This is an optimization exercise on Yosys and OpenROAD, whose aim is small area, a short achievable clock period and few clock cycles, not a production implementation. Only simulation tests tie the RTL to the original design; equivalence was not proved. No activity file was given, so power comes from the tool's default toggle rates.

==> flow/design.v <==
module cmri_parser (
    input  wire       clk,
    input  wire       rst,
    input  wire [7:0] node_addr,
    input  wire       in_valid,      
    input  wire [7:0] in_byte,
    input  wire       p_ok,          
    input  wire       p_region,
    input  wire [63:0] in_lines,
    output wire       disp_valid,
    output wire       disp_match,
    output wire       error,
    output reg        is_i,
    output reg        is_t,
    output reg        is_p,
    output wire       n_in_payload,
    output wire       n_in_maybe,
    output wire       n_store,
    output wire       n_is_p,
    output reg  [6:0] pay_len,
    input  wire [6:0] rd_addr,
    output wire [7:0] rd_data,
    output wire [63:0] first8,       
    output wire [63:0] first8_hi,    
    input  wire       sel_pick,
    output reg        f_sel,
    output wire       n_f_sel
);
    localparam MAX_LEN = 72;
    localparam ATTN = 8'hFF;
    localparam STX  = 8'h02;
    localparam ETX  = 8'h03;
    localparam DLE  = 8'h10;
    localparam S_START      = 3'd0;
    localparam S_ATTN_NEXT  = 3'd1;
    localparam S_STX_NEXT   = 3'd2;
    localparam S_ADDR_NEXT  = 3'd3;
    localparam S_TYPE_NEXT  = 3'd4;
    localparam S_MAYBE_DATA = 3'd6;
    localparam S_DATA_NEXT  = 3'd7;
    reg [2:0] state;
    reg       is_local;
    reg  [7:0] payload [0:MAX_LEN-1];
    assign rd_data = payload[rd_addr];
    genvar g;
    generate
        for (g = 0; g < 8; g = g + 1) begin : g_first8
            assign first8[g*8 +: 8]    = payload[g];
            assign first8_hi[g*8 +: 8] = payload[32 + g];
        end
    endgenerate
    assign disp_valid = in_valid & do_dispatch;
    assign disp_match = is_local;
    assign error      = in_valid & do_error;
    reg       do_append;
    reg       do_dispatch;
    reg       do_error;
    reg [2:0] next_state;
    always @(*) begin
        do_append   = 1'b0;
        do_dispatch = 1'b0;
        do_error    = 1'b0;
        next_state  = state;
        case (state)
            S_START:
                if (in_byte == ATTN) next_state = S_ATTN_NEXT;
                else                 do_error   = 1'b1;
            S_ATTN_NEXT:
                if (in_byte == ATTN) next_state = S_STX_NEXT;
                else                 do_error   = 1'b1;
            S_STX_NEXT:
                if (in_byte == STX)  next_state = S_ADDR_NEXT;
                else                 do_error   = 1'b1;
            S_ADDR_NEXT:
                next_state = S_TYPE_NEXT;
            S_TYPE_NEXT:
                next_state = S_MAYBE_DATA;
            S_MAYBE_DATA:
                if (in_byte == ETX || in_byte == ATTN) begin
                    do_dispatch = 1'b1;
                    next_state  = S_START;
                end else if (in_byte == DLE) begin
                    next_state = S_DATA_NEXT;
                end else begin
                    do_append  = 1'b1;
                    next_state = S_MAYBE_DATA;
                end
            S_DATA_NEXT: begin
                do_append  = 1'b1;
                next_state = S_MAYBE_DATA;
            end
            default:
                do_error = 1'b1;
        endcase
        if (do_append && pay_len == MAX_LEN) begin
            do_append = 1'b0;
            do_error  = 1'b1;
        end
        if (do_error)
            next_state = S_START;
    end
    wire [2:0] n_state = in_valid ? next_state : state;
    wire       take_type = in_valid && (state == S_TYPE_NEXT);
    wire       t_i = is_local && (in_byte == 8'h49);
    wire       t_t = is_local && (in_byte == 8'h54);
    wire       t_p = is_local && (in_byte == 8'h50);
    assign n_in_payload = (n_state[2:1] == 2'b11);
    assign n_in_maybe   = (n_state == S_MAYBE_DATA);
    assign n_store      = take_type ? (t_i || t_t) : (is_i || is_t);
    assign n_is_p       = take_type ? t_p : is_p;
    assign n_f_sel      = take_type ? sel_pick : f_sel;
    wire [6:0] wr_addr  = {pay_len[6], pay_len[5] ^ (f_sel & ~pay_len[6]), pay_len[4:0]};
    always @(posedge clk) begin
        if (rst) begin
            state    <= S_START;
            is_local <= 1'b0;
            is_i     <= 1'b0;
            is_t     <= 1'b0;
            is_p     <= 1'b0;
            f_sel    <= 1'b0;
            pay_len  <= 7'd0;
        end else begin
            state <= n_state;
            if (in_valid) begin
                if ((state == S_START && in_byte == ATTN) || do_error)
                    pay_len <= 7'd0;
                if (state == S_ADDR_NEXT) is_local <= (in_byte == node_addr);
                if (do_append) pay_len <= pay_len + 7'd1;
            end
            if (take_type) begin
                f_sel <= sel_pick;
                is_i <= t_i;
                is_t <= t_t;
                is_p <= t_p;
            end
        end
    end
    reg       w_go;
    reg [6:0] w_addr;
    reg [7:0] w_byte;
    always @(posedge clk) begin
        w_go   <= in_valid && do_append && (is_i || is_t);
        w_addr <= wr_addr;
        w_byte <= in_byte;
    end
    wire p_wr = (state == S_MAYBE_DATA) && is_p && p_ok;
    integer w;
    always @(posedge clk) begin
        if (w_go)
            payload[w_addr] <= w_byte;
        if (p_wr && !p_region)
            for (w = 0; w < 8; w = w + 1)
                payload[64 + w] <= in_lines[w*8 +: 8];
        if (p_wr && p_region)
            for (w = 0; w < 8; w = w + 1)
                payload[56 + w] <= in_lines[w*8 +: 8];
    end
endmodule
module cmri_dispatch (
    input  wire        clk,
    input  wire        rst,
    input  wire [7:0]  node_addr,
    input  wire        disp_valid,    
    input  wire        is_i,
    input  wire        is_t,
    input  wire        is_p,
    input  wire        n_in_payload,
    input  wire        n_in_maybe,
    input  wire        n_store,
    input  wire        n_is_p,
    input  wire [6:0]  pay_len,
    output wire [6:0]  rd_addr,
    output reg         p_region,      
    input  wire [63:0] first8_hi,
    output wire        sel_pick,      
    input  wire        f_sel,         
    input  wire        n_f_sel,
    input  wire [7:0]  rd_data,
    input  wire [63:0] first8,
    output reg         rx_ready,
    output reg         ev_valid,
    input  wire        ev_ready,
    output reg  [2:0]  ev_kind,
    output reg  [7:0]  ev_data,
    output reg         ev_bit,
    output wire [63:0] out_lines
);
    localparam EV_TX_BYTE   = 3'd0;
    localparam EV_OUT_LINE  = 3'd1;
    localparam EV_OUT_BULK  = 3'd2;
    localparam EV_INIT_BYTE = 3'd3;
    localparam EV_INIT_END  = 3'd4;
    localparam J_NONE = 2'd0;
    localparam J_I    = 2'd1;
    localparam J_T    = 2'd2;
    localparam J_P    = 2'd3;
    localparam T_START = 3'd0;
    localparam T_PICK  = 3'd1;
    localparam T_EMIT  = 3'd2;
    localparam T_BULK  = 3'd3;
    localparam T_END   = 3'd4;
    localparam P_HDR   = 3'd0;
    localparam P_DATA  = 3'd1;
    localparam P_ETX   = 3'd2;
    reg [1:0]  a_kind;
    reg [6:0]  a_len;
    reg        a_reg;       
    reg [1:0]  b_kind;
    reg [6:0]  b_len;
    reg        b_reg;
    reg [1:0]  c_kind;
    reg [6:0]  c_len;
    reg        c_reg;
    reg [2:0]  ph;
    reg [6:0]  idx;         
    reg [3:0]  hcnt;        
    reg        esc_sent;
    reg [7:0]  pbyte;       
    reg [2:0]  kb;          
    reg [7:0]  tm;          
    reg [7:0]  nbyte;       
    reg [63:0] obank;
    reg [7:0]  a_th;        
    assign out_lines = obank;
    reg        a_flip;      
    assign rd_addr   = {idx[6], idx[5] ^ (a_flip & ~idx[6]), idx[4:0]};
    wire [1:0] new_kind = is_i ? J_I : is_t ? J_T : is_p ? J_P : J_NONE;
    wire       new_job  = disp_valid && (is_i || is_t || is_p);
    wire [63:0] newpat;
    genvar g;
    generate
        for (g = 0; g < 8; g = g + 1) begin : g_pat
            assign newpat[g*8 +: 8] = !a_th[g] ? 8'h00 :
                                      a_reg ? first8_hi[g*8 +: 8] : first8[g*8 +: 8];
        end
    endgenerate
    wire [63:0] tdiff     = newpat ^ obank;
    wire [7:0] bnz;
    generate
        for (g = 0; g < 8; g = g + 1) begin : g_bnz
            assign bnz[g] = |tdiff[g*8 +: 8];
        end
    endgenerate
    reg  [7:0] bnz_r;
    wire       bnz_any = |bnz_r;
    reg  [2:0] kb_next;
    integer k;
    always @(*) begin
        kb_next = 3'd0;
        for (k = 7; k >= 0; k = k - 1)
            if (bnz_r[k]) kb_next = k;
    end
    wire [7:0] tm_next = tdiff[kb_next*8 +: 8];
    wire [7:0] nb_next = newpat[kb_next*8 +: 8];
    reg  [2:0] jb;
    always @(*) begin
        jb = 3'd0;
        for (k = 7; k >= 0; k = k - 1)
            if (tm[k]) jb = k;
    end
    wire [7:0] tm_rest = tm & (tm - 8'd1);       
    wire       tm_last = ~|tm_rest;
    wire       t_pick  = (ph == T_PICK) || (ph == T_EMIT && tm_last && bnz_any);
    reg  [7:0] hdr_byte;
    always @(*) begin
        case (hcnt[2:0])
            3'd0:    hdr_byte = 8'hFF;
            3'd1:    hdr_byte = 8'hFF;
            3'd2:    hdr_byte = 8'h02;
            3'd3:    hdr_byte = node_addr;
            default: hdr_byte = 8'h52;      
        endcase
    end
    wire       nxt_zero = (ph == P_DATA) && (hcnt == 4'd7);
    wire [7:0] nxt_byte = nxt_zero ? 8'h00 : rd_data;
    wire       pesc     = (pbyte == 8'h02) || (pbyte == 8'h03) || (pbyte == 8'h10);
    wire       send_dle = pesc && !esc_sent;
    reg       e_valid;
    reg [2:0] e_kind;
    reg [7:0] e_data;
    reg       e_bit;
    reg       e_last;
    always @(*) begin
        e_valid = 1'b0;
        e_kind  = EV_TX_BYTE;
        e_data  = 8'h00;
        e_bit   = 1'b0;
        e_last  = 1'b0;
        case (a_kind)
            J_I: begin
                e_valid = 1'b1;
                if (idx == a_len) begin
                    e_kind = EV_INIT_END;
                    e_data = {1'b0, a_len};
                    e_last = 1'b1;
                end else begin
                    e_kind = EV_INIT_BYTE;
                    e_data = rd_data;
                end
            end
            J_T:
                case (ph)
                    T_START: ;
                    T_PICK: ;
                    T_EMIT: begin
                        e_valid = 1'b1;
                        e_kind  = EV_OUT_LINE;
                        e_data  = {2'b00, kb, jb};
                        e_bit   = nbyte[jb];
                    end
                    T_BULK: begin
                        e_valid = 1'b1;
                        e_kind  = EV_OUT_BULK;
                        e_data  = 8'd64;
                        e_last  = 1'b1;
                    end
                    default: e_last = 1'b1;
                endcase
            J_P: begin
                e_valid = 1'b1;
                case (ph)
                    P_HDR:   e_data = hdr_byte;
                    P_DATA:  e_data = send_dle ? 8'h10 : pbyte;
                    default: begin
                        e_data = 8'h03;
                        e_last = 1'b1;
                    end
                endcase
            end
            default: ;
        endcase
    end
    wire can_push = !ev_valid || ev_ready;
    wire step     = can_push && (a_kind != J_NONE);
    wire a_free   = (a_kind == J_NONE) || (step && e_last);
    wire b_full   = (b_kind != J_NONE);
    wire c_full   = (c_kind != J_NONE);
    wire p_to_etx = (ph == P_DATA) && (hcnt == 4'd8) && !send_dle;
    wire a_p_busy = (a_kind == J_P) && (ph != P_ETX);
    wire a_hold   = (a_kind == J_I) || (a_kind == J_T);
    wire a_hold_f = (a_kind == J_I) || (a_kind == J_T && ph == T_START);
    wire b_hold = (b_kind == J_I) || (b_kind == J_T);
    wire c_hold = (c_kind == J_I) || (c_kind == J_T);
    wire a_wide = (a_kind == J_I) && (a_len > 7'd32);
    wire b_wide = (b_kind == J_I) && (b_len > 7'd32);
    wire c_wide = (c_kind == J_I) && (c_len > 7'd32);
    wire occ0 = (a_hold && (!a_reg || a_wide)) || (b_hold && (!b_reg || b_wide)) ||
                (c_hold && (!c_reg || c_wide));
    wire occ1 = (a_hold && ( a_reg || a_wide)) || (b_hold && ( b_reg || b_wide)) ||
                (c_hold && ( c_reg || c_wide));
    assign sel_pick = !occ0 ? 1'b0 : !occ1 ? 1'b1 : a_hold ? a_reg : b_reg;
    wire used0 = (a_p_busy && !a_reg) || (b_kind == J_P && !b_reg) ||
                 (c_kind == J_P && !c_reg);
    wire used1 = (a_p_busy &&  a_reg) || (b_kind == J_P &&  b_reg) ||
                 (c_kind == J_P &&  c_reg);
    wire r0_blk = (a_kind == J_I && a_len > 7'd64) || (b_kind == J_I && b_len > 7'd64) ||
                  (c_kind == J_I && c_len > 7'd64);
    wire r1_blk = (a_kind == J_I && (a_reg ? a_len > 7'd24 : a_len > 7'd56)) ||
                  (b_kind == J_I && (b_reg ? b_len > 7'd24 : b_len > 7'd56)) ||
                  (c_kind == J_I && (c_reg ? c_len > 7'd24 : c_len > 7'd56));
    wire new_reg = is_p ? p_region : f_sel;
    reg        j_v;
    reg [1:0]  j_kind;
    reg [6:0]  j_len;
    reg        j_reg;
    always @(posedge clk) begin
        j_v    <= !rst && new_job;
        j_kind <= new_kind;
        j_len  <= pay_len;
        j_reg  <= new_reg;
    end
    wire [1:0] new_k = j_v ? j_kind : J_NONE;
    reg  [1:0] n_a_kind, n_b_kind, n_c_kind;
    reg  [6:0] n_a_len,  n_b_len,  n_c_len;
    reg        n_a_reg,  n_b_reg,  n_c_reg;
    always @(*) begin
        n_a_kind = a_kind; n_a_len = a_len; n_a_reg = a_reg;
        n_b_kind = b_kind; n_b_len = b_len; n_b_reg = b_reg;
        n_c_kind = c_kind; n_c_len = c_len; n_c_reg = c_reg;
        if (a_free) begin
            if (b_full) begin
                n_a_kind = b_kind; n_a_len = b_len; n_a_reg = b_reg;
                if (c_full) begin
                    n_b_kind = c_kind; n_b_len = c_len; n_b_reg = c_reg;
                    n_c_kind = new_k;  n_c_len = j_len; n_c_reg = j_reg;
                end else begin
                    n_b_kind = new_k;  n_b_len = j_len; n_b_reg = j_reg;
                    n_c_kind = J_NONE;
                end
            end else begin
                n_a_kind = new_k;  n_a_len = j_len; n_a_reg = j_reg;
                n_b_kind = J_NONE;
                n_c_kind = J_NONE;
            end
        end else if (j_v) begin
            if (!b_full) begin
                n_b_kind = j_kind; n_b_len = j_len; n_b_reg = j_reg;
            end else begin
                n_c_kind = j_kind; n_c_len = j_len; n_c_reg = j_reg;
            end
        end
    end
    wire s_free = (a_kind == J_NONE) || e_last;    
    wire       a_tfl     = (a_kind == J_T) && (ph != T_START);
    reg  [2:0] a_tmax;
    always @(*) begin
        a_tmax = 3'd0;
        for (k = 0; k < 8; k = k + 1)
            if (bnz_r[k]) a_tmax = k;
    end
    wire       s_a_hold  = s_free ? b_hold : a_hold_f;
    wire       s_a_tfl   = !s_free && a_tfl;
    wire       s_a_wide  = s_free ? b_wide : a_wide;
    wire       s_a_reg   = s_free ? b_reg  : a_reg;
    wire [1:0] s_a_kind  = s_free ? b_kind : a_kind;
    wire [6:0] s_a_len   = s_free ? b_len  : a_len;
    wire       s_a_pbusy = s_free ? (b_kind == J_P) : (a_p_busy && !p_to_etx);
    wire       s_b_hold  = s_free ? c_hold : b_hold;
    wire       s_b_wide  = s_free ? c_wide : b_wide;
    wire       s_b_reg   = s_free ? c_reg  : b_reg;
    wire [1:0] s_b_kind  = s_free ? c_kind : b_kind;
    wire [6:0] s_b_len   = s_free ? c_len  : b_len;
    wire       s_c_hold  = !s_free && c_hold;
    wire [1:0] s_c_kind  = s_free ? J_NONE : c_kind;
    wire h0_it0, h0_it1, h0_p, h0_r0f, h1_it0, h1_it1, h1_p, h1_r0f;
    cmri_hold u_hold0 (
        .a_hold (a_hold_f), .a_wide (a_wide),   .a_reg (a_reg),   .a_kind (a_kind),
        .a_tfl  (a_tfl),    .a_tmax (a_tmax),   .a_tneed (bnz_any),
        .a_len  (a_len),    .a_pbusy (a_p_busy),
        .b_hold (b_hold),   .b_wide (b_wide),   .b_reg (b_reg),   .b_kind (b_kind),
        .b_len  (b_len),
        .c_hold (c_hold),   .c_wide (c_wide),   .c_reg (c_reg),   .c_kind (c_kind),
        .c_len  (c_len),
        .pay_len (pay_len),
        .hold_it0 (h0_it0), .hold_it1 (h0_it1), .hold_p (h0_p), .r0_free (h0_r0f)
    );
    cmri_hold u_hold1 (
        .a_hold (s_a_hold), .a_wide (s_a_wide), .a_reg (s_a_reg), .a_kind (s_a_kind),
        .a_tfl  (s_a_tfl),  .a_tmax (a_tmax),   .a_tneed (bnz_any),
        .a_len  (s_a_len),  .a_pbusy (s_a_pbusy),
        .b_hold (s_b_hold), .b_wide (s_b_wide), .b_reg (s_b_reg), .b_kind (s_b_kind),
        .b_len  (s_b_len),
        .c_hold (s_c_hold), .c_wide (c_wide),   .c_reg (c_reg),   .c_kind (s_c_kind),
        .c_len  (c_len),
        .pay_len (pay_len),
        .hold_it0 (h1_it0), .hold_it1 (h1_it1), .hold_p (h1_p), .r0_free (h1_r0f)
    );
    wire n_hold_it = n_in_payload && n_store &&
                     (can_push ? (n_f_sel ? h1_it1 : h1_it0) : (n_f_sel ? h0_it1 : h0_it0));
    wire n_hold_p  = n_in_maybe && n_is_p && (can_push ? h1_p : h0_p);
    always @(posedge clk) begin
        if (rst) begin
            ev_valid <= 1'b0;
            ev_kind  <= EV_TX_BYTE;
            ev_data  <= 8'h00;
            ev_bit   <= 1'b0;
        end else if (can_push) begin
            ev_valid <= e_valid;
            ev_kind  <= e_kind;
            ev_data  <= e_data;
            ev_bit   <= e_bit;
        end
    end
    always @(posedge clk) begin
        if (rst)
            rx_ready <= 1'b1;
        else
            rx_ready <= !(n_hold_it || n_hold_p);
        p_region <= !(can_push ? h1_r0f : h0_r0f);
    end
    always @(posedge clk) begin
        if (rst) begin
            a_kind   <= J_NONE;
            a_len    <= 7'd0;
            a_reg    <= 1'b0;
            b_kind   <= J_NONE;
            b_len    <= 7'd0;
            b_reg    <= 1'b0;
            c_kind   <= J_NONE;
            c_len    <= 7'd0;
            c_reg    <= 1'b0;
            ph       <= 3'd0;
            idx      <= 7'd0;
            hcnt     <= 4'd0;
            esc_sent <= 1'b0;
            obank    <= 64'd0;
        end else begin
            a_kind <= n_a_kind;
            b_kind <= n_b_kind;
            c_kind <= n_c_kind;
            a_len  <= n_a_len;
            b_len  <= n_b_len;
            c_len  <= n_c_len;
            a_reg  <= n_a_reg;
            b_reg  <= n_b_reg;
            c_reg  <= n_c_reg;
            if (a_free) begin
                a_flip   <= (n_a_kind == J_I) && n_a_reg;
                a_th     <= {n_a_len > 7'd7, n_a_len > 7'd6, n_a_len > 7'd5, n_a_len > 7'd4,
                             n_a_len > 7'd3, n_a_len > 7'd2, n_a_len > 7'd1, n_a_len > 7'd0};
                ph       <= 3'd0;
                idx      <= (n_a_kind != J_P) ? 7'd0 : n_a_reg ? 7'd56 : 7'd64;
                hcnt     <= 4'd0;
                esc_sent <= 1'b0;
            end else if (step) begin
                case (a_kind)
                    J_I: idx <= idx + 7'd1;
                    J_T: begin
                        case (ph)
                            T_START: ph <= (|bnz) ? T_PICK : T_END;
                            T_PICK:  ph <= T_EMIT;
                            T_EMIT:  if (tm_last && !bnz_any) ph <= T_BULK;
                            default: ;
                        endcase
                        if (t_pick)
                            obank[kb_next*8 +: 8] <= nb_next;
                    end
                    J_P:
                        case (ph)
                            P_HDR: begin
                                if (hcnt == 4'd4) begin
                                    ph   <= P_DATA;
                                    hcnt <= 4'd0;
                                    idx  <= idx + 7'd1;
                                end else begin
                                    hcnt <= hcnt + 4'd1;
                                end
                            end
                            P_DATA:
                                if (send_dle) begin
                                    esc_sent <= 1'b1;
                                end else begin
                                    esc_sent <= 1'b0;
                                    if (hcnt == 4'd8)
                                        ph <= P_ETX;
                                    hcnt <= hcnt + 4'd1;
                                    idx  <= idx + 7'd1;
                                end
                            default: ;
                        endcase
                    default: ;
                endcase
            end
        end
    end
    always @(posedge clk) begin
        if (step && a_kind == J_T) begin
            if (ph == T_START)
                bnz_r <= bnz;
            if (t_pick) begin
                bnz_r[kb_next] <= 1'b0;
                kb    <= kb_next;
                tm    <= tm_next;
                nbyte <= nb_next;
            end else
                tm    <= tm_rest;
        end
        if (step && a_kind == J_P &&
            ((ph == P_HDR && hcnt == 4'd4) || (ph == P_DATA && !send_dle))) begin
            pbyte <= nxt_byte;
        end
    end
endmodule
module cmri_hold (
    input  wire       a_hold,
    input  wire       a_tfl,       
    input  wire [2:0] a_tmax,      
    input  wire       a_tneed,     
    input  wire       a_wide,
    input  wire       a_reg,
    input  wire [1:0] a_kind,
    input  wire [6:0] a_len,
    input  wire       a_pbusy,
    input  wire       b_hold,
    input  wire       b_wide,
    input  wire       b_reg,
    input  wire [1:0] b_kind,
    input  wire [6:0] b_len,
    input  wire       c_hold,
    input  wire       c_wide,
    input  wire       c_reg,
    input  wire [1:0] c_kind,
    input  wire [6:0] c_len,
    input  wire [6:0] pay_len,
    output wire       hold_it0,
    output wire       hold_it1,
    output wire       hold_p,
    output wire       r0_free
);
    localparam J_NONE = 2'd0;
    localparam J_I    = 2'd1;
    localparam J_P    = 2'd3;
    wire occ0 = (a_hold && (!a_reg || a_wide)) || (b_hold && (!b_reg || b_wide)) ||
                (c_hold && (!c_reg || c_wide));
    wire occ1 = (a_hold && ( a_reg || a_wide)) || (b_hold && ( b_reg || b_wide)) ||
                (c_hold && ( c_reg || c_wide));
    wire b_p = (b_kind == J_P);
    wire c_p = (c_kind == J_P);
    wire used0 = (a_pbusy && !a_reg) || (b_p && !b_reg) || (c_p && !c_reg);
    wire used1 = (a_pbusy &&  a_reg) || (b_p &&  b_reg) || (c_p &&  c_reg);
    wire r0_blk = (a_kind == J_I && a_len > 7'd64) || (b_kind == J_I && b_len > 7'd64) ||
                  (c_kind == J_I && c_len > 7'd64);
    wire r1_blk = (a_kind == J_I && (a_reg ? a_len > 7'd24 : a_len > 7'd56)) ||
                  (b_kind == J_I && (b_reg ? b_len > 7'd24 : b_len > 7'd56)) ||
                  (c_kind == J_I && (c_reg ? c_len > 7'd24 : c_len > 7'd56));
    wire c_full = (c_kind != J_NONE);
    wire w_low  = (pay_len <= 7'd31);
    wire w_high = (pay_len >= 7'd31) && (pay_len <= 7'd63);
    wire w_r0   = (pay_len >= 7'd63);
    wire w_r1_0 = (pay_len >= 7'd55) && (pay_len <= 7'd63);
    wire w_r1_1 = (pay_len >= 7'd23) && (pay_len <= 7'd31);
    wire w_any  = c_full || (w_r0 && (used0 || r0_blk));
    wire t_low  = a_tfl && a_tneed && (pay_len <= {4'd0, a_tmax});
    wire t_high = a_tfl && a_tneed && (pay_len >= 7'd31) && (pay_len <= {4'd4, a_tmax});
    assign hold_it0 = w_any || (w_low && occ0) || (w_high && occ1) || (w_r1_0 && used1) ||
                      (t_low && !a_reg) || (t_high && a_reg);
    assign hold_it1 = w_any || (w_low && occ1) || (w_high && occ0) || (w_r1_1 && used1) ||
                      (t_low &&  a_reg) || (t_high && !a_reg);
    assign hold_p   = c_full || ((used0 || r0_blk) && (used1 || r1_blk));
    assign r0_free  = !used0 && !r0_blk;
endmodule
module cmri_counters (
    input  wire        clk,
    input  wire        rst,
    input  wire        inc_byte,
    input  wire        inc_seen,
    input  wire        inc_proc,
    input  wire        inc_error,
    output reg  [15:0] cnt_bytes,
    output reg  [15:0] cnt_frames_seen,
    output reg  [15:0] cnt_frames_proc,
    output reg  [15:0] cnt_errors
);
    always @(posedge clk) begin
        if (rst) begin
            cnt_bytes       <= 16'd0;
            cnt_frames_seen <= 16'd0;
            cnt_frames_proc <= 16'd0;
            cnt_errors      <= 16'd0;
        end else begin
            if (inc_byte)  cnt_bytes       <= cnt_bytes + 16'd1;
            if (inc_seen)  cnt_frames_seen <= cnt_frames_seen + 16'd1;
            if (inc_proc)  cnt_frames_proc <= cnt_frames_proc + 16'd1;
            if (inc_error) cnt_errors      <= cnt_errors + 16'd1;
        end
    end
endmodule
module cmri_core (
    input  wire        clk,
    input  wire        rst,
    input  wire [6:0]  local_id,
    input  wire        rx_valid,
    input  wire [7:0]  rx_data,
    output wire        rx_ready,
    input  wire [63:0] in_lines,
    output wire        ev_valid,
    input  wire        ev_ready,
    output wire [2:0]  ev_kind,
    output wire [7:0]  ev_data,
    output wire        ev_bit,
    output wire [63:0] out_lines,
    output wire [15:0] cnt_bytes,
    output wire [15:0] cnt_frames_seen,
    output wire [15:0] cnt_frames_proc,
    output wire [15:0] cnt_errors
);
    wire       disp_valid;
    wire       disp_match;
    wire       parse_error;
    wire       is_i;
    wire       is_t;
    wire       is_p;
    wire       n_in_payload;
    wire       n_in_maybe;
    wire       n_store;
    wire       n_is_p;
    wire [6:0] pay_len;
    wire [7:0] pay_rd_data;
    wire [6:0] pay_rd_addr;
    wire [63:0] first8;
    wire [63:0] first8_hi;
    wire       sel_pick;
    wire       f_sel;
    wire       n_f_sel;
    wire       byte_taken;
    wire       p_region;
    reg  [7:0] node_addr;
    always @(posedge clk)
        node_addr <= {1'b0, local_id} + 8'd65;
    assign byte_taken = rx_valid & rx_ready;
    cmri_parser u_parser (
        .clk          (clk),
        .rst          (rst),
        .node_addr    (node_addr),
        .in_valid     (byte_taken),
        .in_byte      (rx_data),
        .p_ok         (rx_ready),
        .p_region     (p_region),
        .in_lines     (in_lines),
        .disp_valid   (disp_valid),
        .disp_match   (disp_match),
        .error        (parse_error),
        .is_i         (is_i),
        .is_t         (is_t),
        .is_p         (is_p),
        .n_in_payload (n_in_payload),
        .n_in_maybe   (n_in_maybe),
        .n_store      (n_store),
        .n_is_p       (n_is_p),
        .pay_len      (pay_len),
        .rd_addr      (pay_rd_addr),
        .rd_data      (pay_rd_data),
        .first8       (first8),
        .first8_hi    (first8_hi),
        .sel_pick     (sel_pick),
        .f_sel        (f_sel),
        .n_f_sel      (n_f_sel)
    );
    cmri_dispatch u_dispatch (
        .clk          (clk),
        .rst          (rst),
        .node_addr    (node_addr),
        .disp_valid   (disp_valid & disp_match),
        .is_i         (is_i),
        .is_t         (is_t),
        .is_p         (is_p),
        .n_in_payload (n_in_payload),
        .n_in_maybe   (n_in_maybe),
        .n_store      (n_store),
        .n_is_p       (n_is_p),
        .pay_len      (pay_len),
        .rd_addr      (pay_rd_addr),
        .p_region     (p_region),
        .rd_data      (pay_rd_data),
        .first8       (first8),
        .first8_hi    (first8_hi),
        .sel_pick     (sel_pick),
        .f_sel        (f_sel),
        .n_f_sel      (n_f_sel),
        .rx_ready     (rx_ready),
        .ev_valid     (ev_valid),
        .ev_ready     (ev_ready),
        .ev_kind      (ev_kind),
        .ev_data      (ev_data),
        .ev_bit       (ev_bit),
        .out_lines    (out_lines)
    );
    cmri_counters u_counters (
        .clk        (clk),
        .rst        (rst),
        .inc_byte   (byte_taken),
        .inc_seen   (disp_valid),
        .inc_proc   (disp_valid & disp_match),
        .inc_error  (parse_error),
        .cnt_bytes       (cnt_bytes),
        .cnt_frames_seen (cnt_frames_seen),
        .cnt_frames_proc (cnt_frames_proc),
        .cnt_errors      (cnt_errors)
    );
endmodule
==> flow/flow/run.sh <==
#!/bin/bash
# The standard layout, with plain buffers on the ports instead of the
# default delay-cell choice, and a clock tree without dummy loads.
set -euo pipefail
bash standard.sh finish 'BUFFER_PORTS_ARGS=-buffer_cell sky130_fd_sc_hd__buf_2' \
  'CTS_ARGS=-sink_clustering_enable -repair_clock_nets -dont_use_dummy_load' > make_finish.log 2>&1
==> flow/standard.sh <==
#!/bin/bash
# synth_recipe.tcl (not shown) runs the flow's synth.tcl, then flattens the netlist and writes it again
# the make line also repeats each setting of config.mk as NAME=value (left out here)
make -C /OpenROAD-flow-scripts/flow DESIGN_CONFIG=/design/flow/config.mk WORK_HOME=/design/flow/orfs CLKGATE_MAP_FILE= SYNTH_SCRIPT=/design/flow/synth_recipe.tcl "${@:-finish}"
==> flow/config.mk <==
export PLATFORM = sky130hd
export DESIGN_NAME = cmri_core
export DESIGN_NICKNAME = cmri_core
export VERILOG_FILES = /design/flow/design.v
export SDC_FILE = /design/flow/constraint.sdc
export NUM_CORES = 4
export LEC_CHECK = 0
export CAP_MARGIN = 20
export CORE_MARGIN = 2
export CORE_UTILIZATION = 40
export CTS_BUF_LIST = sky130_fd_sc_hd__clkbuf_8
export SETUP_SLACK_MARGIN = 4.5
export SLEW_MARGIN = 20
==> flow/constraint.sdc <==
create_clock -name core_clock -period 8.0 [get_ports {clk}]
set_input_delay 1.6000 -clock core_clock [delete_from_list [all_inputs] [get_ports {clk}]]
set_output_delay 1.6000 -clock core_clock [all_outputs]
set_load 0.01 [all_outputs]
==> summary.md, run 1 <==
| Metric | Value |
|---|---|
| Status | `complete, no violations` |
| Total number of vias | `27,000` |
| Synthesized area per cell | `12.8 um2` |
| Setup_tns | `0 ps` |
| Met3 usage | `0.0344` |
| Met2 Track Usage GR | `0.369` |
| Largest net degree at the start of global routing | `between 80 and 90` |
| Req. time, crit path | `8360 ps` |
| Reg clk slew, reported paths | `60 ps` |
| Clock power frac | `0.415` |
| Yosys warning count | `4` |
| Sequential Power Share | `0.562` |
| Asr flop ratio synth | `0` |
| Setup crit start kind | `flip-flop` |
| Final Core Density | `0.455` |
| First-pass GRT wire length | `between 150 and 200 mm` |
| Top_reg_cell synth | `edfxtp_1` |
| Slew @ Worst Pin | `approximately 1100 ps` |
| Critical path data arrival time | `3790 ps` |
| Mapped Area | `just under 40,000 um2` |
| Power share of the combinational group | `0.022` |
| Final worst slack | `approximately 4600 ps` |
| Fin crit share | `0.429` |
| Max Cap Violations | `0` |
| Die height | `319 um` |
| Largest Register | `u_parser.payload` |
| GRT Residual Overflow | `0` |
| Peak supply drop | `roughly 0.00014 V` |
| Design area | `about 45,000 um2` |
| Power Total | `8.46 mW` |
| Placed Area | `42,100 um2` |
| Worst setup EP type | `flip-flop` |
| Worst Skew | `approximately 66 ps` |
| DP Wirelength | `82.1 mm` |
| Antenna viol nets, final | `0` |
| Area of the core | `98,400 um2` |
| Worst min-delay path class | `reg2reg` |
| I/O Pins | `225` |
| Gr busiest metal | `met2` |
| Largest regs | `u_parser.payload: 576 flops, u_dispatch.obank: 64 flops` |
| NetSw | `1.72 mW` |
| DRT iter0 DRCs | `3,043` |
| CTS buffer count | `89` |
| Cell count after synthesis | `3,095` |
| Port Buffers | `approximately 220` |
| Seq/Total Area, Yosys | `0.585` |
| Routed WL | `120 mm` |
| Final net count | `3,389` |
| Sw Ratio | `0.203` |
| Pins over their slew limit | `0` |
| Drt wl/cell | `26.2 um` |
| Die width | `319 um` |
| Max Clock Freq | `291 MHz` |
| Number of synthesized flops with an enable pin | `620` |
| Crit Path Class | `reg2reg` |
| Max Root-Sink Buffers | `3` |
| Pre-CTS setup slack | `3780 ps` |
| Htree depth | `3` |
| Met1 Use GR | `0.317` |
| Vias in the first global route | `26,000` |
| Inst Count DP | `4,459` |
| Row cnt | `about 120` |
| Vias per cell | `approximately 5.9` |
| Initial antenna violation count | `5` |
| CTS tree | `yes` |
| Fin Hold WS | `449 ps` |
| Yosys cell types | `89` |
| Worst slew margin | `0.252` |
| Gr usage total | `0.228` |
| Post-synth net total | `roughly 3,200` |
| Die area | `102,000 um2` |
| Final Wtd Congestion | `between 0.9 and 1` |
| Clk Latency, worst-skew pair | `around 680 ps` |
| Syn-to-layout area delta | `12.5%` |
| Fin. Hold Viols | `0` |
| Static Leak | `15.8 nW` |
| P_int | `6.74 mW` |
| Pre-Repair DR Iteration Count | `6` |
| Max reg flops | `between 500 and 600` |
| Worst-path fanout max | `between 50 and 60` |
| Setup violators final | `0` |
| Sinks on Clock Net | `852` |
| Register bit total from synthesis | `852` |
| Crit path time final | `3430 ps` |
| DRC violations left | `0` |
| Fin cells | `about 4,600` |
| Starting Density | `0.404` |
| Root Buffer | `clkbuf_16` |
| RSZ-0062 raised after global routing | `yes` |
| PD cells | `between 150 and 200 nW/um2` |
| Ratio of cells with drive above 1 in the final layout | `0.216` |
-- synthesized netlist by cell type, types with 17 or more instances --
cell type | count | area share
a211oi_1 | 19 | 0.0036
a21o_1 | 138 | 0.026
a21oi_1 | 115 | 0.014
a22o_1 | 26 | 0.0057
and2_1 | 35 | 0.0055
and3_1 | 32 | 0.0050
buf_1 | 29 | 0.0027
buf_2 | 18 | 0.0023
buf_4 | 17 | 0.0032
clkbuf_1 | 128 | 0.012
dfxtp_1 | 232 | 0.12
edfxtp_1 | 620 | 0.47
ha_1 | 32 | 0.010
inv_1 | 55 | 0.0052
mux2_2 | 71 | 0.020
mux2i_1 | 47 | 0.012
mux4_2 | 186 | 0.11
nand2_1 | 268 | 0.025
nand3_1 | 95 | 0.012
nand4_1 | 46 | 0.0072
nor2_1 | 293 | 0.028
nor2b_1 | 17 | 0.0027
nor3_1 | 58 | 0.0073
o211ai_1 | 17 | 0.0032
o21ai_0 | 79 | 0.0099
o21ai_1 | 23 | 0.0029
or3_1 | 30 | 0.0047
xnor2_1 | 24 | 0.0053
xor2_1 | 112 | 0.025
-- path summary, 6_finish.rpt --
| path | slack (ps) | start | cells after the start | endpoint |
|---|---|---|---|---|
| min | 450 | u_dispatch.ev_kind[2] | 2 | u_dispatch.ev_kind[2] |
| min reg2reg | 450 | u_dispatch.ev_kind[2] | 2 | u_dispatch.ev_kind[2] |
| max reg2reg | 4570 | u_dispatch.idx[0] | 6 | u_dispatch.pbyte[4] |
| max | 4570 | u_dispatch.idx[0] | 6 | u_dispatch.pbyte[4] |
-- placed cells by master (no fill, tap or decap), drive strengths merged, types with 7 or more instances in the layout --
cell type | netlist | layout
o22ai | 12 | 12
clkbuf | 128 | 94
o31ai | 9 | 9
o21ai | 110 | 110
nor2 | 295 | 295
nand2 | 268 | 268
ha | 32 | 32
nor3 | 60 | 61
a211oi | 19 | 19
o2bb2ai | 8 | 8
xnor2 | 24 | 24
a31oi | 9 | 9
nor4 | 10 | 10
dfxtp | 232 | 232
a21oi | 115 | 115
o311ai | 10 | 10
nand2b | 14 | 14
mux4 | 186 | 186
nand3 | 97 | 97
a311o | 15 | 15
buf | 69 | 279
edfxtp | 620 | 620
and2 | 36 | 36
o211ai | 17 | 17
or3 | 30 | 30
mux2 | 72 | 72
or2 | 7 | 7
xor2 | 112 | 112
a22o | 26 | 26
inv | 56 | 56
o31a | 10 | 10
a221oi | 14 | 14
and3 | 32 | 32
nor2b | 17 | 17
a21o | 138 | 138
nand4 | 46 | 46
a22oi | 7 | 7
mux2i | 47 | 47
-- area by class of cell --
cell class	count	area [um2]
Inverter	58	220
Multi-Input combinational cell	1989	15600
Timing Repair Buffer	284	1780
Clock buffer	89	2230
Tap cell	1287	1610
Antenna cell	2	5.00
Sequential cell	852	23300
Fill cell	8903	53700
-- worst max-delay path, cell delays in order (launching register included) --
cell     delay (ps)
dfxtp_4         470
buf_16          400
mux4_2          670
mux4_2          510
mux4_2          460
o21ai_1         520
nor2_1           80
-- routing by layer --
metal / share of wire / vias up / wire [um]
met4: 0.029 / 6 / 3440
li1: - / 12100 / -
met5: 0.00035 / - / 42
met1: 0.42 / 13700 / 50600
met2: 0.48 / 1080 / 56900
met3: 0.072 / 206 / 8610
-- power by group through the flow --
stage                     Sequential (mW)  Combinational (mW)  Clock [mW]
after CTS                            4.76               0.188        3.58
final                                4.76               0.190        3.51
after global routing                 4.75               0.206        3.73
after global placement               4.85               0.187           0
after detailed placement             4.85               0.188           0
after floorplan                      4.85              0.0887           0
-- cells by family after synthesis --
| group | after synthesis | share of synthesized area |
|---|---|---|
| XOR/XNOR | 136 | 0.0300 |
| flip-flops | 852 | 0.585 |
| AND/OR/NAND/NOR | 935 | 0.109 |
| AO/OA/AOI/OAI | 576 | 0.100 |
| adder cells (fa/ha/maj) | 36 | 0.0111 |
| buffers and inverters | 255 | 0.0273 |
| multiplexers | 305 | 0.138 |
-- what timing repair did --
item | in CTS | in global routing
gates cloned | 2 | 2
hold endpoints to repair | 0 | 0
gates resized for setup | 17 | 36
buffers inserted | 1 | 6
pin swaps | 1 | 2
endpoints found under the setup margin | 85 | 100
hold buffers | 0 | 0
Testbench counts, summed over its fixed seeds: cycles 37,517.
==> run 2, diff against run 1 <==
--- a/flow/config.mk
+++ b/flow/config.mk
@@ -9,5 +9,4 @@
 export CORE_MARGIN = 2
 export CORE_UTILIZATION = 40
-export CTS_BUF_LIST = sky130_fd_sc_hd__clkbuf_8
 export SETUP_SLACK_MARGIN = 4.5
 export SLEW_MARGIN = 20
==> run 2 against run 1 <==
Total power unchanged. Routed wire length unchanged. Utilization unchanged. Still clean. Clock-buffer cell count unchanged. Register-to-register slack about the same. Combinational power about the same. Synthesized area unchanged. Highest routed layer unchanged. Worst setup slack unchanged. Sequential cell count unchanged. Via count unchanged. Global-route usage unchanged.
==> summary.md, run 2 <==
| Metric | Value |
|---|---|
| Status | `complete, no violations (unchanged)` |
| Synthesized area per cell | `12.8 um2 (unchanged)` |
| Critical path data arrival time | `3790 ps (about the same)` |
| Drt wl/cell | `26.2 um (unchanged)` |
| Vias in the first global route | `26,000 (unchanged)` |
| Top_reg_cell synth | `edfxtp_1 (unchanged)` |
| R2r worst-path depth | `6 (unchanged)` |
| Htree depth | `3 (unchanged)` |
| Initial antenna violation count | `5 (unchanged)` |
| Slew @ Worst Pin | `1120 ps (unchanged)` |
| Worst slew margin | `0.252 (unchanged)` |
| GRT Residual Overflow | `0 (unchanged)` |
| Placed Area | `42,100 um2 (unchanged)` |
| Peak supply drop | `0.000140 V (unchanged)` |
| Reg area | `23,300 um2 (unchanged)` |
| Die width | `319 um (unchanged)` |
| Largest net degree at the start of global routing | `82 (unchanged)` |
| Design area | `44,700 um2 (unchanged)` |
| Setup_tns | `0 ps (unchanged)` |
| Top-area cell type share of the netlist area | `0.468 (unchanged)` |
| Crit Path Class | `reg2reg (unchanged)` |
| Row cnt | `115 (unchanged)` |
| Register bit total from synthesis | `852 (unchanged)` |
| Reg clk slew, reported paths | `60 ps (about the same)` |
| Port Buffers | `224 (unchanged)` |
| CP endpoint | `u_dispatch.pbyte[4] (unchanged)` |
| R2R Path Start | `u_dispatch.idx[0] (unchanged)` |
| Hold Path Depth | `2 (unchanged)` |
| Largest Register | `u_parser.payload (unchanged)` |
| Sinks on Clock Net | `852 (unchanged)` |
| Max reg flops | `576 (unchanged)` |
| Worst Skew | `66.0 ps (unchanged)` |
| I/O Pins | `225 (unchanged)` |
| Pre-Repair DR Iteration Count | `6 (unchanged)` |
| Commonest non-fill, non-tap cell in the layout | `edfxtp_1 (unchanged)` |
| Post-synth net total | `3,210 (unchanged)` |
| Pre-CTS setup slack | `3780 ps (unchanged)` |
| Vias per cell | `5.93 (unchanged)` |
| Number of synthesized flops with an enable pin | `620 (unchanged)` |
| Final net count | `3,389 (unchanged)` |
| Multi-input logic area | `15,600 um2 (unchanged)` |
| Worst-path fanout max | `51 (unchanged)` |
| CTS tree | `yes (unchanged)` |
| Ratio of cells with drive above 1 in the final layout | `0.216 (unchanged)` |
| Antenna viol nets, final | `0 (unchanged)` |
| Setup crit start kind | `flip-flop (unchanged)` |
| Leading cell types by count after synthesis | `620 x edfxtp_1, 293 x nor2_1, 268 x nand2_1, 232 x dfxtp_1, 186 x mux4_2 (unchanged)` |
| Die height | `319 um (unchanged)` |
| Largest regs | `u_parser.payload: 576 flops, u_dispatch.obank: 64 flops (unchanged)` |
| Worst setup EP type | `flip-flop (unchanged)` |
| Cell count after synthesis | `3,095 (unchanged)` |
| Mapped Area | `39,800 um2 (unchanged)` |
| Max Clock Freq | `291 MHz (unchanged)` |
| Yosys warning count | `4 (unchanged)` |
| Most common cell in the synthesized netlist | `edfxtp_1 (unchanged)` |
| Crit path time final | `3430 ps (unchanged)` |
| Commonest cells after routing, fill and taps aside | `620 x edfxtp_1, 289 x nor2_1, 267 x nand2_1 (unchanged)` |
| Asr flop ratio synth | `0 (unchanged)` |
| Crit path from | `u_dispatch.idx[0] (unchanged)` |
| Root Buffer | `clkbuf_16 (unchanged)` |
| Seq/Total Area, Yosys | `0.585 (unchanged)` |
| Fin crit share | `0.429 (unchanged)` |
| RSZ-0062 raised after global routing | `yes (unchanged)` |
| Max Root-Sink Buffers | `3 (unchanged)` |
| Max Cap Violations | `0 (unchanged)` |
| Final worst slack | `4570 ps (unchanged)` |
| DP Wirelength | `82.1 mm (unchanged)` |
| Clk Latency, worst-skew pair | `680 ps (about the same)` |
| Setup violators final | `0 (unchanged)` |
| DRC violations left | `0 (unchanged)` |
| First-pass GRT wire length | `174 mm (unchanged)` |
| Routed WL | `120 mm (unchanged)` |
| Fillers | `8,903 (unchanged)` |
| Gr usage total | `0.228 (unchanged)` |
| CTS buffer count | `89 (unchanged)` |
| Total number of vias | `27,000 (unchanged)` |
| Starting Density | `0.404 (unchanged)` |
| Syn-to-layout area delta | `12.5% (unchanged)` |
| Pins over their slew limit | `0 (unchanged)` |
| DRT iter0 DRCs | `3,043 (unchanged)` |
| Leading post-synthesis cells by cell area | `edfxtp_1 47%, dfxtp_1 12%, mux4_2 11% (unchanged)` |
| Worst reg2reg endpoint | `u_dispatch.pbyte[4] (unchanged)` |
| Worst reg-to-reg setup slack | `4570 ps (about the same)` |
| Static Leak | `15.8 nW (unchanged)` |
| Req. time, crit path | `8360 ps (about the same)` |
| Largest area contributor in the netlist | `edfxtp_1 (unchanged)` |
| Yosys cell types | `89 (unchanged)` |
| Die area | `102,000 um2 (unchanged)` |
| PD cells | `189 nW/um2 (unchanged)` |
| Fin. Hold Viols | `0 (unchanged)` |
| Worst min-delay path class | `reg2reg (unchanged)` |
| Area of the core | `98,400 um2 (unchanged)` |
| Final Wtd Congestion | `0.972 (unchanged)` |
[run 2: cell counts after synthesis]
Identical to the previous run, type by type.
[run 2: power breakdown]
group / switching [mW] / total, mW / internal [mW]
sequential: 0.0197 / 4.76 / 4.74
combinational: 0.130 / 0.190 / 0.0593
clock: 1.57 / 3.51 / 1.94
total: 1.72 / 8.46 / 6.74
[run 2: timing repair]
item                                    CTS  global route
hold buffers                              0             0
endpoints found under the hold margin     0             0
setup buffers                             1             6
pin swaps                                 1             2
endpoints found under the setup margin   85           100
resized for setup                        17            36
cloned                                    2             2
[run 2: how the worst min path moves through the flow]
stage | startpoint | endpoint
2_1_floorplan | u_parser.pay_len[4] | u_dispatch.j_len[4]
3_3_place_gp | u_dispatch.hcnt[2] | u_dispatch.hcnt[2]
3_5_place_dp | u_dispatch.hcnt[2] | u_dispatch.hcnt[2]
4_1_cts | u_dispatch.ev_kind[2] | u_dispatch.ev_kind[2]
5_1_grt | u_dispatch.ev_kind[0] | u_dispatch.ev_kind[0]
6_report | u_dispatch.ev_kind[2] | u_dispatch.ev_kind[2]
[run 2: layout make-up]
class	instances	area share
Antenna cell	2	0.000112
Multi-Input combinational cell	1989	0.349
Clock buffer	89	0.0498
Sequential cell	852	0.521
Tap cell	1287	0.0360
Timing Repair Buffer	284	0.0398
Inverter	58	0.00492
[run 2: cells by family after synthesis]
group | synth area share
buffers and inverters | 0.0273
multiplexers | 0.138
adder cells (fa/ha/maj) | 0.0111
AO/OA/AOI/OAI | 0.100
flip-flops | 0.585
XOR/XNOR | 0.0300
AND/OR/NAND/NOR | 0.109
[run 2: critical path: stages, from the launching register on]
cell,delay [ps]
dfxtp_4,470
buf_16,400
mux4_2,670
mux4_2,510
mux4_2,460
o21ai_1,520
nor2_1,80
[run 2: metal layers]
layer	vias to the layer above	track usage	wire length (um)
met5	-	0	42
met4	6	0.0693	3440
met3	206	0.0344	8610
met2	1080	0.369	56900
met1	13700	0.317	50600
li1	12100	-	-
[run 2: through the flow]
step	hold WS, ps	instances	power [mW]	util
2_1_floorplan	329	3095	4.94	-
3_3_place_gp	443	4459	5.04	0.428
3_5_place_dp	445	4459	5.04	0.428
4_1_cts	452	4551	8.52	0.452
5_1_grt	475	4559	8.69	0.455
6_report	449	4561	8.46	0.455
==> run 3, diff against run 2 <==
--- a/flow/config.mk
+++ b/flow/config.mk
@@ -9,4 +9,4 @@
 export CORE_MARGIN = 2
 export CORE_UTILIZATION = 40
-export SETUP_SLACK_MARGIN = 4.5
+export SETUP_SLACK_MARGIN = 4.6
 export SLEW_MARGIN = 20
==> run 3 against run 2 <==
Die area stayed put. Sequential cell count stayed put. Non-clock buffer count is 13 higher. Worst hold slack hardly changed. Clock skew is 4.5 ps higher. Sequential share of layout area is 0.38 points lower. Final cell count is 0.29% higher. Synthesized area stayed put. Cell area is 0.71% higher. Global-route usage is 0.34 points higher. Via count is 1.3% higher. Utilization is 0.32 points higher. Largest cell class unchanged.
==> summary.md, run 3 <==
| Metric | Value |
|---|---|
| Slowest Stage Delay on Critical Path | `530 ps (was 670 ps)` |
| Yosys cell types | `89 (unchanged)` |
| Antenna viol nets, final | `0 (unchanged)` |
| Crit path time final | `3430 ps (about the same)` |
| Post-synth net total | `3,210 (unchanged)` |
| Starting Density | `0.404 (unchanged)` |
| Synthesized area per cell | `12.8 um2 (unchanged)` |
| Final worst slack | `4570 ps (about the same)` |
| Commonest non-fill, non-tap cell in the layout | `edfxtp_1 (unchanged)` |
| Largest net degree at the start of global routing | `76 (was 82)` |
| Slew @ Worst Pin | `1170 ps (was 1120 ps)` |
| Worst path top cell family by delay | `multiplexers (unchanged)` |
| Setup crit start kind | `flip-flop (unchanged)` |
| Largest area contributor in the netlist | `edfxtp_1 (unchanged)` |
| Peak supply drop | `0.000146 V (was 0.000140 V)` |
| Critical path data arrival time | `3940 ps (was 3790 ps)` |
| Syn-to-layout area delta | `13.3% (was 12.5%)` |
| Vias in the first global route | `26,200 (was 26,000)` |
| Pre-Repair DR Iteration Count | `5 (was 6)` |
| CP endpoint | `u_dispatch.ev_data[7] (was u_dispatch.pbyte[4])` |
| Pins over their slew limit | `0 (unchanged)` |
| Setup violators final | `0 (unchanged)` |
| Asr flop ratio synth | `0 (unchanged)` |
| Leading cell types by count after synthesis | `620 x edfxtp_1, 293 x nor2_1, 268 x nand2_1, 232 x dfxtp_1, 186 x mux4_2 (unchanged)` |
| Worst-path fanout max | `18 (was 51)` |
| Die width | `319 um (unchanged)` |
| Worst Skew | `70.6 ps (was 66.0 ps)` |
| Slowest cell on the critical path | `mux4_2 (unchanged)` |
| Top_reg_cell synth | `edfxtp_1 (unchanged)` |
| Buf+Inv Stages, Crit Path | `2 (was 1)` |
| Static Leak | `15.9 nW (was 15.8 nW)` |
| Drt wl/cell | `26.4 um (was 26.2 um)` |
| Stages on the worst setup path | `8 (was 6)` |
| Worst slew margin | `0.219 (was 0.252)` |
| Cell count after synthesis | `3,095 (unchanged)` |
| DP Wirelength | `81.8 mm (was 82.1 mm)` |
| Die area | `102,000 um2 (unchanged)` |
| Yosys warning count | `4 (unchanged)` |
| R2r worst-path depth | `8 (was 6)` |
| Port Buffers | `224 (unchanged)` |
| Setup_tns | `0 ps (unchanged)` |
| Most common cell in the synthesized netlist | `edfxtp_1 (unchanged)` |
| Max Root-Sink Buffers | `3 (unchanged)` |
| Clk Latency, worst-skew pair | `660 ps (was 680 ps)` |
| Max Clock Freq | `292 MHz (was 291 MHz)` |
| Worst min-delay path class | `reg2reg (unchanged)` |
| Initial antenna violation count | `3 (was 5)` |
| Reg clk slew, reported paths | `60 ps (about the same)` |
| GRT Residual Overflow | `0 (unchanged)` |
| Top-area cell type share of the netlist area | `0.468 (unchanged)` |
| Final Core Density | `0.458 (was 0.455)` |
| PD cells | `189 nW/um2 (about the same)` |
| Status | `complete, no violations (unchanged)` |
| I/O Pins | `225 (unchanged)` |
| DRC violations left | `0 (unchanged)` |
| Worst reg-to-reg setup slack | `4570 ps (about the same)` |
| Inst Count DP | `4,458 (was 4,459)` |
| Register bit total from synthesis | `852 (unchanged)` |
| Leading post-synthesis cells by cell area | `edfxtp_1 47%, dfxtp_1 12%, mux4_2 11% (unchanged)` |
| Min-delay src | `u_dispatch.ev_kind[2] (unchanged)` |
| Fin. Hold Viols | `0 (unchanged)` |
| Max Cap Violations | `0 (unchanged)` |
| Worst reg2reg endpoint | `u_dispatch.ev_data[7] (was u_dispatch.pbyte[4])` |
| First-pass GRT wire length | `176 mm (was 174 mm)` |
| Final Wtd Congestion | `0.926 (was 0.972)` |
| CTS tree | `yes (unchanged)` |
| CP most frequent cell | `mux4_2 (unchanged)` |
| Vias per cell | `5.99 (was 5.93)` |
| Number of synthesized flops with an enable pin | `620 (unchanged)` |
| Max reg flops | `576 (unchanged)` |
| Area of the core | `98,400 um2 (unchanged)` |
| Req. time, crit path | `8520 ps (was 8360 ps)` |
| Crit Path Class | `reg2reg (unchanged)` |
| Largest Register | `u_parser.payload (unchanged)` |
| Die height | `319 um (unchanged)` |
| Routed WL | `121 mm (was 120 mm)` |
| Row cnt | `115 (unchanged)` |
| RSZ-0062 raised after global routing | `yes (unchanged)` |
| Mapped Area | `39,800 um2 (unchanged)` |
| Fin cells | `4,574 (was 4,561)` |
| Commonest cells after routing, fill and taps aside | `620 x edfxtp_1, 280 x nor2_1, 268 x nand2_1 (was 620 x edfxtp_1, 289 x nor2_1, 267 x nand2_1)` |
| CTS buffer count | `90 (was 89)` |
| Seq/Total Area, Yosys | `0.585 (unchanged)` |
| Worst setup EP type | `flip-flop (unchanged)` |
| Total number of vias | `27,400 (was 27,000)` |
| DRT iter0 DRCs | `3,354 (was 3,043)` |
| Root Buffer | `clkbuf_16 (unchanged)` |
| Sinks on Clock Net | `852 (unchanged)` |
| R2R Path Start | `u_dispatch.idx[0] (unchanged)` |
| Crit path from | `u_dispatch.idx[0] (unchanged)` |
| Htree depth | `3 (unchanged)` |
| Ratio of cells with drive above 1 in the final layout | `0.226 (was 0.216)` |
| Gr usage total | `0.231 (was 0.228)` |
| Worst path cell trace | `buf_4, clkbuf_16, mux4_2, mux4_2, mux4_2, o21ai_1, o22ai_1, a22o_1 (was buf_16, mux4_2, mux4_2, mux4_2, o21ai_1, nor2_1)` |
| Largest regs | `u_parser.payload: 576 flops, u_dispatch.obank: 64 flops (unchanged)` |
| Fillers | `8,931 (was 8,903)` |
| CTS Hold Bufs | `0 (unchanged)` |
| Final net count | `3,403 (was 3,389)` |
| Fin crit share | `0.428 (was 0.429)` |
| Pre-CTS setup slack | `3780 ps (about the same)` |
run 3: worst min path at each step:
stage,endpoint,slack (ps),depth (start not counted)
final,u_dispatch.ev_kind[2],450,2
after global routing,u_dispatch.ev_bit,470,2
after floorplan,u_dispatch.j_len[4],330,0
after global placement,u_dispatch.ev_kind[0],440,2
after detailed placement,u_dispatch.ev_kind[0],450,2
after CTS,u_dispatch.ev_kind[0],450,2
run 3: report_power, final:
part           switching (mW)  leakage [nW]  total [mW]  internal [mW]
combinational           0.134          7.38       0.194         0.0599
sequential             0.0193          7.46        4.76           4.74
clock                    1.59          1.11        3.55           1.96
total                    1.74          15.9        8.50           6.76
run 3: timing repair:
item / in CTS / in global routing
resized for setup: 26 / 42
setup buffers: 11 / 6
endpoints found under the setup margin: 140 / 118
pin swaps: 4 / 4
gates cloned: 4 / 4
run 3: cell type report:
class,instances,area (um2),share of cell area
sequential,852,23300,0.517
tap,1287,1610,0.0357
timing repair buffer,297,1980,0.0439
inverter,58,220,0.00489
clock buffer,90,2250,0.0500
multi-input combinational,1989,15700,0.349
antenna,1,2.50,0.0000555
run 3: worst register-to-register path, cell delays in order, from the launching register on:
cell       delay (ps)
dfxtp_4           470
buf_4             180
clkbuf_16         240
mux4_2            540
mux4_2            530
mux4_2            490
o21ai_1           440
o22ai_1           190
a22o_1            230
run 3: logic make-up after synthesis:
kind of cell    synth area share
mux                        0.138
fa+ha+maj                 0.0111
compound gates             0.100
xor+xnor                  0.0300
flops                      0.585
buf+inv                   0.0273
simple gates               0.109
run 3: layer usage:
metal / track usage / wire length [um] / vias to the layer above
li1: - / - / 12100
met1: 0.321 / 50500 / 13900
met2: 0.372 / 57400 / 1264
met3: 0.0414 / 9810 / 197
met4: 0.0675 / 3100 / 6
met5: 0 / 39 / -
run 3: metrics by stage:
stage | hold slack, ps | power [mW] | instance area [um2]
2_1_floorplan | 329 | 4.94 | 39900
3_3_place_gp | 441 | 5.04 | 42200
3_5_place_dp | 446 | 5.04 | 42200
4_1_cts | 453 | 8.55 | 44800
5_1_grt | 475 | 8.73 | 45100
6_report | 449 | 8.50 | 45100
==> run 4, diff against run 3 <==
==> flow/flow/run.sh (replaced) <==
#!/bin/bash
# The standard layout, with plain buffers on the ports instead of the
# default delay-cell choice, and a clock tree of clkbuf_8 cells without
# dummy loads.
set -euo pipefail
bash standard.sh finish 'BUFFER_PORTS_ARGS=-buffer_cell sky130_fd_sc_hd__buf_2' \
  'CTS_ARGS=-sink_clustering_enable -repair_clock_nets -dont_use_dummy_load -buf_list sky130_fd_sc_hd__clkbuf_8' > make_finish.log 2>&1
--- a/flow/config.mk
+++ b/flow/config.mk
@@ -9,4 +9,4 @@
 export CORE_MARGIN = 2
 export CORE_UTILIZATION = 40
-export SETUP_SLACK_MARGIN = 4.6
+export SETUP_SLACK_MARGIN = 4.5
 export SLEW_MARGIN = 20
==> run 4 against run 3 <==
Total power down 5.1%. Still clean on timing, DRC and antenna. Routed wire length down 1.6%. Clock power down 12%. Largest cell class unchanged. Fmax down 1.6%. Non-clock buffer count down 18. Cell area down 1.7%.
==> summary.md, run 4 <==
| Metric | Value |
|---|---|
| Most common cell in the synthesized netlist | `edfxtp_1 (unchanged)` |
| Status | `complete, no violations (unchanged)` |
| Routed WL | `119 mm (was 121 mm)` |
| Antenna viol nets, final | `0 (unchanged)` |
| Max reg flops | `576 (unchanged)` |
| Synthesized area per cell | `12.8 um2 (unchanged)` |
| Largest regs | `u_parser.payload: 576 flops, u_dispatch.obank: 64 flops (unchanged)` |
| Largest area contributor in the netlist | `edfxtp_1 (unchanged)` |
| Worst Skew | `85.6 ps (was 70.6 ps)` |
| Largest net degree at the start of global routing | `82 (was 76)` |
| Cell count after synthesis | `3,095 (unchanged)` |
| Final Wtd Congestion | `0.972 (was 0.926)` |
| Final net count | `3,435 (was 3,403)` |
| Number of synthesized flops with an enable pin | `620 (unchanged)` |
| Root Buffer | `clkbuf_8 (was clkbuf_16)` |
| R2R Path Start | `u_dispatch.idx[0] (unchanged)` |
| Max Root-Sink Buffers | `3 (unchanged)` |
| Top_reg_cell synth | `edfxtp_1 (unchanged)` |
| Hold Crit Endpoint | `u_dispatch.ev_kind[2] (unchanged)` |
| Largest Register | `u_parser.payload (unchanged)` |
| Port Buffers | `224 (unchanged)` |
| Worst-path fanout max | `51 (was 18)` |
| Ratio of cells with drive above 1 in the final layout | `0.226 (about the same)` |
| Setup violators final | `0 (unchanged)` |
| First-pass GRT wire length | `175 mm (was 176 mm)` |
| RSZ-0062 raised after global routing | `yes (unchanged)` |
| DRT iter0 DRCs | `3,012 (was 3,354)` |
| Die area | `102,000 um2 (unchanged)` |
| Static Leak | `15.7 nW (was 15.9 nW)` |
| PD cells | `182 nW/um2 (was 189 nW/um2)` |
| Syn-to-layout area delta | `11.4% (was 13.3%)` |
| Max Cap Violations | `0 (unchanged)` |
| DP Wirelength | `82.1 mm (was 81.8 mm)` |
| Worst setup EP type | `flip-flop (unchanged)` |
| Commonest cells after routing, fill and taps aside | `620 x edfxtp_1, 289 x nor2_1, 267 x nand2_1 (was 620 x edfxtp_1, 280 x nor2_1, 268 x nand2_1)` |
| Crit path time final | `3480 ps (was 3430 ps)` |
| Post-synth net total | `3,210 (unchanged)` |
| Setup crit start kind | `flip-flop (unchanged)` |
| Worst reg2reg endpoint | `u_dispatch.pbyte[4] (was u_dispatch.ev_data[7])` |
| CTS tree | `yes (unchanged)` |
| Min-delay src | `u_dispatch.ev_kind[2] (unchanged)` |
| Pins over their slew limit | `0 (unchanged)` |
| Max Clock Freq | `287 MHz (was 292 MHz)` |
| Register bit total from synthesis | `852 (unchanged)` |
| Commonest non-fill, non-tap cell in the layout | `edfxtp_1 (unchanged)` |
| Vias in the first global route | `26,300 (was 26,200)` |
| Fin Hold WS | `449 ps (about the same)` |
| Hold Path Depth | `2 (unchanged)` |
| Sinks on Clock Net | `852 (unchanged)` |
| Crit Path Class | `reg2reg (unchanged)` |
| Setup_tns | `0 ps (unchanged)` |
| Starting Density | `0.404 (unchanged)` |
| Leading post-synthesis cells by cell area | `edfxtp_1 47%, dfxtp_1 12%, mux4_2 11% (unchanged)` |
| CTS buffer count | `141 (was 90)` |
| Leading cell types by count after synthesis | `620 x edfxtp_1, 293 x nor2_1, 268 x nand2_1, 232 x dfxtp_1, 186 x mux4_2 (unchanged)` |
| I/O Pins | `225 (unchanged)` |
| Drt wl/cell | `25.8 um (was 26.4 um)` |
| Gr usage total | `0.230 (was 0.231)` |
| Critical path data arrival time | `4020 ps (was 3940 ps)` |
| Htree depth | `4 (was 3)` |
| Peak supply drop | `0.000149 V (was 0.000146 V)` |
| Slew @ Worst Pin | `1090 ps (was 1170 ps)` |
| Req. time, crit path | `8540 ps (was 8520 ps)` |
| Fin. Hold Viols | `0 (unchanged)` |
| Worst slew margin | `0.269 (was 0.219)` |
| Clk Latency, worst-skew pair | `830 ps (was 660 ps)` |
| GRT Residual Overflow | `0 (unchanged)` |
| Worst reg-to-reg setup slack | `4520 ps (was 4570 ps)` |
| DRC violations left | `0 (unchanged)` |
| Asr flop ratio synth | `0 (unchanged)` |
| Pre-Repair DR Iteration Count | `5 (unchanged)` |
| Final Core Density | `0.450 (was 0.458)` |
| Mapped Area | `39,800 um2 (unchanged)` |
| Reg clk slew, reported paths | `60 ps (about the same)` |
| Total number of vias | `27,200 (was 27,400)` |
| Top-area cell type share of the netlist area | `0.468 (unchanged)` |
| Initial antenna violation count | `4 (was 3)` |
| Area of the core | `98,400 um2 (unchanged)` |
| Die height | `319 um (unchanged)` |
| Vias per cell | `5.90 (was 5.99)` |
| Yosys warning count | `4 (unchanged)` |
| R2r worst-path depth | `6 (was 8)` |
| Seq/Total Area, Yosys | `0.585 (unchanged)` |
| Yosys cell types | `89 (unchanged)` |
| Die width | `319 um (unchanged)` |
| Fin crit share | `0.435 (was 0.428)` |
| Fillers | `8,951 (was 8,931)` |
| Row cnt | `115 (unchanged)` |
| Worst min-delay path class | `reg2reg (unchanged)` |
[run 4: cell counts after synthesis]
Identical to the previous run, type by type.
[run 4: cells by family after synthesis]
kind of cell | after synthesis | share of synthesized area
AO/OA/AOI/OAI | 576 | 0.100
XOR/XNOR | 136 | 0.0300
adder cells (fa/ha/maj) | 36 | 0.0111
AND/OR/NAND/NOR | 935 | 0.109
buffers and inverters | 255 | 0.0273
multiplexers | 305 | 0.138
flip-flops | 852 | 0.585
[run 4: worst max path at each step]
stage	slack, ps	endpoint	startpoint
2_1_floorplan	4480	u_counters.cnt_errors[10]	rx_data[5]
3_3_place_gp	3800	u_dispatch.obank[58]	ev_ready
3_5_place_dp	3780	u_dispatch.obank[60]	ev_ready
4_1_cts	4510	u_dispatch.rx_ready	u_dispatch.idx[0]
5_1_grt	4410	u_dispatch.obank[4]	u_dispatch.tm[3]
6_report	4520	u_dispatch.pbyte[4]	u_dispatch.idx[0]
[run 4: what timing repair did]
action / 4_1_cts / 5_1_grt
hold buffers: 0 / 0
cloned: 1 / 0
setup endpoints to repair: 80 / 99
gates resized for setup: 16 / 24
pin swaps: 0 / 2
buffers inserted: 1 / 2
[run 4: cell type report]
type	instances	area, um2	area share
Tap cell	1287	1610	0.0363
Multi-Input combinational cell	1988	15600	0.351
Antenna cell	2	5.00	0.000113
Timing Repair Buffer	279	1670	0.0376
Sequential cell	852	23300	0.526
Inverter	58	220	0.00497
Clock buffer	141	1940	0.0438
[run 4: layer usage]
layer | track usage | wire length, um | part of all wire | up-vias
met5 | 0 | 8 | 0.000067 | -
met4 | 0.0794 | 3790 | 0.032 | 2
met3 | 0.0390 | 8180 | 0.069 | 237
met2 | 0.367 | 56200 | 0.47 | 1135
met1 | 0.318 | 50700 | 0.43 | 13700
li1 | - | - | - | 12100
[run 4: report_power, final]
| part | switching [mW] | internal (mW) |
|---|---|---|
| Clock | 1.57 | 1.55 |
| Combinational | 0.130 | 0.0590 |
| Sequential | 0.0198 | 4.74 |
[run 4: stage by stage]
step	cell area, um2	std cells	total power, mW	setup slack (ps)
after detailed placement	42100	4459	5.04	3780
after floorplan	39800	3095	4.94	4480
after CTS	44200	4602	8.14	4510
after global routing	44300	4606	8.31	4410
final	44300	4607	8.07	4520
after global placement	42100	4459	5.04	3800
[run 4: critical path, cell delays in order, from the launching register on]
cell	delay, ps
dfxtp_4	410
bufbuf_16	530
mux4_2	640
mux4_2	540
mux4_2	480
o21ai_1	540
nor2_1	80

[static timing again, ports no longer ideal]
In the flow no input, the clock included, has a driving cell. The finished layouts below were timed again as built, in two steps.
Step 1: set_driving_cell puts a clkbuf_16 on clk and a buf_2 on each other input, an assumption about the parent block.
Step 2 times the ports against the registers' clock, not the clock port: input delays grow and output delays shrink by t, the midpoint of the rising clock arrivals with the driver on.
Three values: ideal, step 1, step 2; two values: the first two.
run | t (ns) | setup WS [ns] | clock arrival spread, ns | pins driven straight from the clock port
run 1 | 0.714 | 4.569 / 4.569 / 4.002 | 0.088 / 0.088 | 1
run 2 | 0.714 | 4.569 / 4.569 / 4.002 | 0.088 / 0.088 | 1
run 3 | 0.707 | 4.575 / 4.575 / 4.068 | 0.083 / 0.082 | 1
run 4 | 0.846 | 4.519 / 4.519 / 3.815 | 0.086 / 0.086 | 1
After both steps setup and hold are still met in every run listed. The setup slack of run 4, which loses most, moves by 0.000 ns with the drivers and by -0.704 ns with both steps.
